This is an optimization exercise on Yosys and OpenROAD, whose aim is small area, a short achievable clock period and few clock cycles per item, not a production implementation.
Only simulation tests tie the RTL to the original design; equivalence was not proved.

raven:
Design bcc_block, start of the top module:
module bcc_block (
  input  wire         clk,
  input  wire         rst,           
  input  wire         in_valid,
  output wire         in_ready,
  input  wire         in_decrypt,    
  input  wire [4:0]   in_keylen,     
  input  wire [127:0] in_key,
  input  wire [63:0]  in_block,
  output wire         out_valid,
  input  wire         out_ready,
  output wire [63:0]  out_block
);
Size: about 3900 cells after synthesis, roughly 780 flip-flops, ~48000 um2 of cells after synthesis.
export LEC_CHECK = 0
export CAP_MARGIN = 20
export CORE_MARGIN = 2
export CORE_UTILIZATION = 65
export CTS_BUF_LIST = sky130_fd_sc_hd__clkbuf_4 sky130_fd_sc_hd__clkbuf_8
export SLEW_MARGIN = 20
create_clock -name core_clock -period 12.0 [get_ports {clk}]
standard.sh (not shown) runs the stock make flow with config.mk's settings and CLKGATE_MAP_FILE= SYNTH_SCRIPT=/design/flow/synth_recipe.tcl, a recipe that flattens the netlist after the stock synthesis.
==> flow/flow/run.sh <==
#!/bin/bash
bash standard.sh "BUFFER_PORTS_ARGS=-buffer_cell sky130_fd_sc_hd__buf_1" SETUP_SLACK_MARGIN=7.8 finish > flow_make.log 2>&1
Testbench counts of raven, summed over its fixed seeds: cycles 1,648, items 1,600.
#### Input delta (harbor over raven)
# raven
export LEC_CHECK = 0
export CAP_MARGIN = 20
export CORE_MARGIN = 2
export CORE_UTILIZATION = 65
export CTS_BUF_LIST = sky130_fd_sc_hd__clkbuf_4 sky130_fd_sc_hd__clkbuf_8
export SLEW_MARGIN = 20
create_clock -name core_clock -period 12.0 [get_ports {clk}]
# harbor
export LEC_CHECK = 0
export CAP_MARGIN = 20
export CORE_MARGIN = 2
export CORE_UTILIZATION = 70
export CTS_BUF_LIST = sky130_fd_sc_hd__clkbuf_4 sky130_fd_sc_hd__clkbuf_8
export SLEW_MARGIN = 20
create_clock -name core_clock -period 12.0 [get_ports {clk}]
### Flow results
Compared to raven, harbor has final worst-path setup slack 0.015 ns higher. Cell total after placement (harbor over raven): decrease, about 1.6%. harbor went all the way through the flow, and no timing, DRC or antenna check failed. The routed wire length of harbor falls short of that of raven by about 3%. Diff raven -> harbor: total of clock buffers placed in the layout went down, iteration count of the initial detailed-routing pass saw an increase. In harbor, the chip height came out 3.6% below the value in raven.
Edits applied to the flow inputs when going from harbor to quartz:
# harbor
export LEC_CHECK = 0
export CAP_MARGIN = 20
export CORE_MARGIN = 2
export CORE_UTILIZATION = 70
export CTS_BUF_LIST = sky130_fd_sc_hd__clkbuf_4 sky130_fd_sc_hd__clkbuf_8
export SLEW_MARGIN = 20
create_clock -name core_clock -period 12.0 [get_ports {clk}]
# quartz
export LEC_CHECK = 0
export CAP_MARGIN = 20
export CORE_MARGIN = 2
export CORE_UTILIZATION = 65
export CTS_BUF_LIST = sky130_fd_sc_hd__clkbuf_4 sky130_fd_sc_hd__clkbuf_8
export SLEW_MARGIN = 20
create_clock -name core_clock -period 12.0 [get_ports {clk}]
==> flow/flow/run.sh <==
#!/bin/bash
bash standard.sh "BUFFER_PORTS_ARGS=-buffer_cell sky130_fd_sc_hd__buf_1" SETUP_SLACK_MARGIN=8.0 finish > flow_make.log 2>&1
Results
- quartz ended with every stage complete and zero timing, DRC or antenna violations.
- harbor completed; timing, DRC and antenna clean
- | wire length on met1 | quartz vs harbor | 5.1% higher |
- Total wire length, quartz vs harbor: up by a few percent
- harbor reports its end point of the critical path as k0[15]$_DFFE_PN_ while quartz reports k0[47]$_DFFE_PN_.
- As far as top-level I/O count goes, quartz and harbor are indistinguishable; the numbers are identical.
- The standard cells in quartz occupy more silicon area than those in harbor do.
- Between harbor and quartz, the detailed-routing iteration count for the pre-antenna-repair pass is higher for harbor.
- Final critical delay including setup and external delays: harbor and quartz compared, higher one is harbor
- Against harbor, quartz comes in about 2.5% higher on fmax.
- The data required time at the worst endpoint of quartz and that of harbor are within noise of each other.
- Looking at critical path depth, quartz sits 2 higher than harbor does.


bcc_block, a different RTL version from the one above (not shown whole).
For scale: roughly 3500 cells after synthesis, about 460 flip-flops, about 270 I/O pins, ~39000 µm² of cells after synthesis.
// bcc_block
module bcc_block (
  input  wire         clk,
  input  wire         rst,           
  input  wire         in_valid,
  output wire         in_ready,
  input  wire         in_decrypt,    
  input  wire [4:0]   in_keylen,     
  input  wire [127:0] in_key,
  input  wire [63:0]  in_block,
  output wire         out_valid,
  input  wire         out_ready,
  output wire [63:0]  out_block
);
clock: 12.0 ns
lec_check: 0
cap_margin: 20
core_margin: 2
core_utilization: 70
cts_buf_list: sky130_fd_sc_hd__clkbuf_4 sky130_fd_sc_hd__clkbuf_8
slew_margin: 20
==> flow/flow/run.sh <==
#!/bin/bash
bash standard.sh "BUFFER_PORTS_ARGS=-buffer_cell sky130_fd_sc_hd__buf_1" SETUP_SLACK_MARGIN=6.7 finish > flow_make.log 2>&1
Testbench counts at the start, summed over its fixed seeds: cycles 1,632, items 1,600.
Edit:
- CORE_UTILIZATION: 70 -> 80
Effect: With this change the flow stopped in 5_1_grt on GRT-0232; synthesized area does not change; synthesized cell count stays the same.
Edit:
==> flow/run.sh (new file) <==
#!/bin/bash
# synth_recipe.tcl (not shown) runs the flow's synth.tcl, then flattens the netlist and writes it again
# the make line also repeats each setting of config.mk as NAME=value (left out here)
make -C /OpenROAD-flow-scripts/flow DESIGN_CONFIG=/design/flow/config.mk WORK_HOME=/design/flow/orfs CLKGATE_MAP_FILE= SYNTH_SCRIPT=/design/flow/synth_recipe.tcl finish
- CORE_UTILIZATION: 80 -> 40
- CTS_BUF_LIST: sky130_fd_sc_hd__clkbuf_4 sky130_fd_sc_hd__clkbuf_8 -> not set
- SETUP_SLACK_MARGIN: not set -> 5
removed: flow/flow/run.sh
removed: flow/standard.sh
Result:
- Now the flow went through all stages and came out clean
- synthesized cell count stays the same
- synthesized area stays the same
Edit:
==> flow/flow/run.sh (new file) <==
#!/bin/bash
bash standard.sh SETUP_SLACK_MARGIN=6.7 finish > flow_make.log 2>&1
==> flow/standard.sh (new file) <==
#!/bin/bash
# synth_recipe.tcl (not shown) runs the flow's synth.tcl, then flattens the netlist and writes it again
# the make line also repeats each setting of config.mk as NAME=value (left out here)
make -C /OpenROAD-flow-scripts/flow DESIGN_CONFIG=/design/flow/config.mk WORK_HOME=/design/flow/orfs CLKGATE_MAP_FILE= SYNTH_SCRIPT=/design/flow/synth_recipe.tcl "${@:-finish}"
- SETUP_SLACK_MARGIN: 5 -> not set
removed: flow/run.sh
Synthesized area does not change.
Worst hold slack gains 6.5 ps.
Non-clock buffer count increases by 46.


Another version of the RTL of bcc_block (not shown whole).
Size in the first run: ~3800 cells after synthesis, roughly 720 flip-flops, roughly 0.047 sq mm of cells after synthesis.
==> flow/design.v (excerpt) <==
module bcc_block (
  input  wire         clk,
  input  wire         rst,           
  input  wire         in_valid,
  output wire         in_ready,
  input  wire         in_decrypt,    
  input  wire [4:0]   in_keylen,     
  input  wire [127:0] in_key,
  input  wire [63:0]  in_block,
  output wire         out_valid,
  input  wire         out_ready,
  output wire [63:0]  out_block
);
==> flow/config.mk <==
export PLATFORM = sky130hd
export DESIGN_NAME = bcc_block
export DESIGN_NICKNAME = bcc_block
export VERILOG_FILES = /design/flow/design.v
export SDC_FILE = /design/flow/constraint.sdc
export NUM_CORES = 4
export LEC_CHECK = 0
export CAP_MARGIN = 20
export CORE_MARGIN = 2
export CORE_UTILIZATION = 65
export CTS_BUF_LIST = sky130_fd_sc_hd__clkbuf_4 sky130_fd_sc_hd__clkbuf_8
export SLEW_MARGIN = 20
==> flow/constraint.sdc <==
create_clock -name core_clock -period 12.0 [get_ports {clk}]
set_input_delay 2.4000 -clock core_clock [delete_from_list [all_inputs] [get_ports {clk}]]
set_output_delay 2.4000 -clock core_clock [all_outputs]
set_load 0.01 [all_outputs]
==> flow/flow/run.sh <==
#!/bin/bash
bash standard.sh "BUFFER_PORTS_ARGS=-buffer_cell sky130_fd_sc_hd__buf_1" SETUP_SLACK_MARGIN=8.1 finish > flow_make.log 2>&1
Testbench counts at the start, summed over its fixed seeds: cycles 1,648, items 1,600.
==> next run, changes <==
==> flow/flow/run.sh (replaced) <==
#!/bin/bash
bash standard.sh "BUFFER_PORTS_ARGS=-buffer_cell sky130_fd_sc_hd__buf_1" SETUP_SLACK_MARGIN=8.25 finish > flow_make.log 2>&1
What happened: The changed run completed without violations; worst setup slack improved by 59 ps; critical path depth is lower by 6; wire length is higher by about 1.2%; sequential share of layout area is lower by 0.50 points; global-route usage is lower by 0.14 points; area after synthesis is unchanged.


== run A ==
bcc_block with an RTL version that a note above also has.
For scale: roughly 3,500 cells after synthesis, ~460 flip-flops, roughly 39,000 um^2 of cells after synthesis.
==> flow/config.mk <==
export PLATFORM = sky130hd
export DESIGN_NAME = bcc_block
export DESIGN_NICKNAME = bcc_block
export VERILOG_FILES = /design/flow/design.v
export SDC_FILE = /design/flow/constraint.sdc
export NUM_CORES = 4
export LEC_CHECK = 0
export CAP_MARGIN = 20
export CORE_MARGIN = 2
export CORE_UTILIZATION = 65
export CTS_BUF_LIST = sky130_fd_sc_hd__clkbuf_4 sky130_fd_sc_hd__clkbuf_8
export SLEW_MARGIN = 20
==> flow/constraint.sdc <==
create_clock -name core_clock -period 12.0 [get_ports {clk}]
set_input_delay 2.4000 -clock core_clock [delete_from_list [all_inputs] [get_ports {clk}]]
set_output_delay 2.4000 -clock core_clock [all_outputs]
set_load 0.01 [all_outputs]
==> flow/flow/run.sh <==
#!/bin/bash
bash standard.sh "BUFFER_PORTS_ARGS=-buffer_cell sky130_fd_sc_hd__buf_1" SETUP_SLACK_MARGIN=6.8 finish > flow_make.log 2>&1
Testbench counts of run A, summed over its fixed seeds: cycles 1,632, items 1,600.
Inputs modified between run A and run B:
# run A
export LEC_CHECK = 0
export CAP_MARGIN = 20
export CORE_MARGIN = 2
export CORE_UTILIZATION = 65
export CTS_BUF_LIST = sky130_fd_sc_hd__clkbuf_4 sky130_fd_sc_hd__clkbuf_8
export SLEW_MARGIN = 20
create_clock -name core_clock -period 12.0 [get_ports {clk}]
# run B
export LEC_CHECK = 0
export CAP_MARGIN = 20
export CORE_MARGIN = 2
export CORE_UTILIZATION = 40
export SLEW_MARGIN = 20
create_clock -name core_clock -period 12.0 [get_ports {clk}]
==> flow/flow/run.sh <==
#!/bin/bash
bash standard.sh SETUP_SLACK_MARGIN=6.0 finish > flow_make.log 2>&1
### Flow results
In summary, run B completed successfully, with a layout that passed the timing, DRC and antenna checks. Diff run A -> run B: final critical-path share of the clock period +5.8 points, die area rose by 61%. Utilization run A -> run B: down. Run B: area growth from synthesis to layout is 0.51 points higher than what run A reported. When run B is set beside run A, its depth of the worst hold-timing path turns out to be 2 larger. Run B vs run A: wire length down slightly. The slowest cell on the critical path comes out buf_1 in one run and clkdlybuf4s50_1 in the other, namely in run A and run B respectively. The setup slack of run B is smaller than that of run A. Against run A, run B comes in about 27% higher on height of the chip.
Input changes introduced in run C (baseline for comparison: run B):
# run B
export LEC_CHECK = 0
export CAP_MARGIN = 20
export CORE_MARGIN = 2
export CORE_UTILIZATION = 40
export SLEW_MARGIN = 20
create_clock -name core_clock -period 12.0 [get_ports {clk}]
# run C
export LEC_CHECK = 0
export CAP_MARGIN = 20
export CORE_MARGIN = 2
export CORE_UTILIZATION = 70
export CTS_BUF_LIST = sky130_fd_sc_hd__clkbuf_4 sky130_fd_sc_hd__clkbuf_8
export PLACE_DENSITY = 0.75
export SLEW_MARGIN = 20
create_clock -name core_clock -period 12.0 [get_ports {clk}]
==> flow/flow/run.sh <==
#!/bin/bash
bash standard.sh "BUFFER_PORTS_ARGS=-buffer_cell sky130_fd_sc_hd__buf_1" SETUP_SLACK_MARGIN=6.7 finish > flow_make.log 2>&1
[summary]
Going from run B to run C, final cycle utilization of the critical path now sits lower; cell total after placement now sits lower; wire length of the first global-routing pass now sits lower; worst setup slack now sits higher. Run C: all stages complete, timing, DRC and antenna checks passed. primary input to output pin as the start-to-end type of the worst setup path was reported by run B, and register to register by run C. Taking run B as the reference, in run C post-cts sizing count rose by 27, routed wire length fell by 0.77%.
Edits applied to the flow inputs when going from run C to run D:
# run C
export LEC_CHECK = 0
export CAP_MARGIN = 20
export CORE_MARGIN = 2
export CORE_UTILIZATION = 70
export CTS_BUF_LIST = sky130_fd_sc_hd__clkbuf_4 sky130_fd_sc_hd__clkbuf_8
export PLACE_DENSITY = 0.75
export SLEW_MARGIN = 20
create_clock -name core_clock -period 12.0 [get_ports {clk}]
# run D
export LEC_CHECK = 0
export CAP_MARGIN = 20
export CORE_MARGIN = 2
export CORE_UTILIZATION = 70
export SLEW_MARGIN = 20
create_clock -name core_clock -period 12.0 [get_ports {clk}]
--- outcome ---
Run C and run D all finish clean.
On register-to-register setup slack, the lower figure sits with run C, not run D.
Reported for run C and run D, number of maximum-capacitance constraint violations turned out identical to the last digit.
Against run C, run D reports a slack of the critical path that is lower.
From run C to run D the numbers moved as follows: wire length after detailed routing lost 610 um; number of nets in the layout lost about 0.6%; worst-margin pin slew picked up an extra 66 ps.
Changes observed in run D relative to run C: overall die area comparable, area growth from synthesis to final layout ~0 delta.

[separate check: timing with driven ports]
The flow's constraints put no driver on any port. The routed layouts listed below were extracted and timed again, unchanged, in two steps. Step 1, drivers: a clkbuf_16 drives clk and a buf_2 each remaining input, both assumed. Step 2 adds t to the input delays and takes it off the output delays; t is the mean of the earliest and latest rising clock arrival at the registers after step 1. Input paths then give back, and output paths get back, about the clock's delay inside the block. a / b / c = no drivers / after step 1 / after step 2; a / b = the first two.
| run | t (ns) | setup WS [ns] | worst hold slack (ns) |
|---|---|---|---|
| raven | 0.816 | 7.769 / 7.793 / 6.991 | 0.445 / 0.445 / 0.445 |
| harbor | 0.825 | 7.783 / 7.817 / 6.992 | 0.430 / 0.430 / 0.430 |
| quartz | 0.834 | 7.884 / 7.898 / 7.064 | 0.429 / 0.429 / 0.429 |
| the first run of note 2 | 0.754 | 6.722 / 6.697 / 6.024 | 0.455 / 0.455 / 0.455 |
| the third run of note 2 | 0.689 | 5.498 / 5.542 / 4.853 | 0.449 / 0.449 / 0.449 |
| the fourth run of note 2 | 0.674 | 6.686 / 6.686 / 6.121 | 0.455 / 0.455 / 0.455 |
| the first run of note 3 | 0.808 | 7.596 / 7.596 / 7.288 | 0.447 / 0.447 / 0.447 |
| the second run of note 3 | 0.817 | 7.655 / 7.655 / 7.285 | 0.452 / 0.452 / 0.452 |
| run A | 0.761 | 6.799 / 6.776 / 6.077 | 0.459 / 0.459 / 0.459 |
| run B | 0.710 | 6.097 / 6.072 / 5.585 | 0.458 / 0.458 / 0.458 |
| run C | 0.754 | 6.722 / 6.697 / 6.024 | 0.455 / 0.455 / 0.455 |
| run D | 0.684 | 6.634 / 6.666 / 5.982 | 0.459 / 0.459 / 0.459 |
After both steps every run listed still meets setup and hold. For quartz, which loses most, drivers alone change the setup slack by +0.014 ns; drivers and shift together by -0.820 ns.
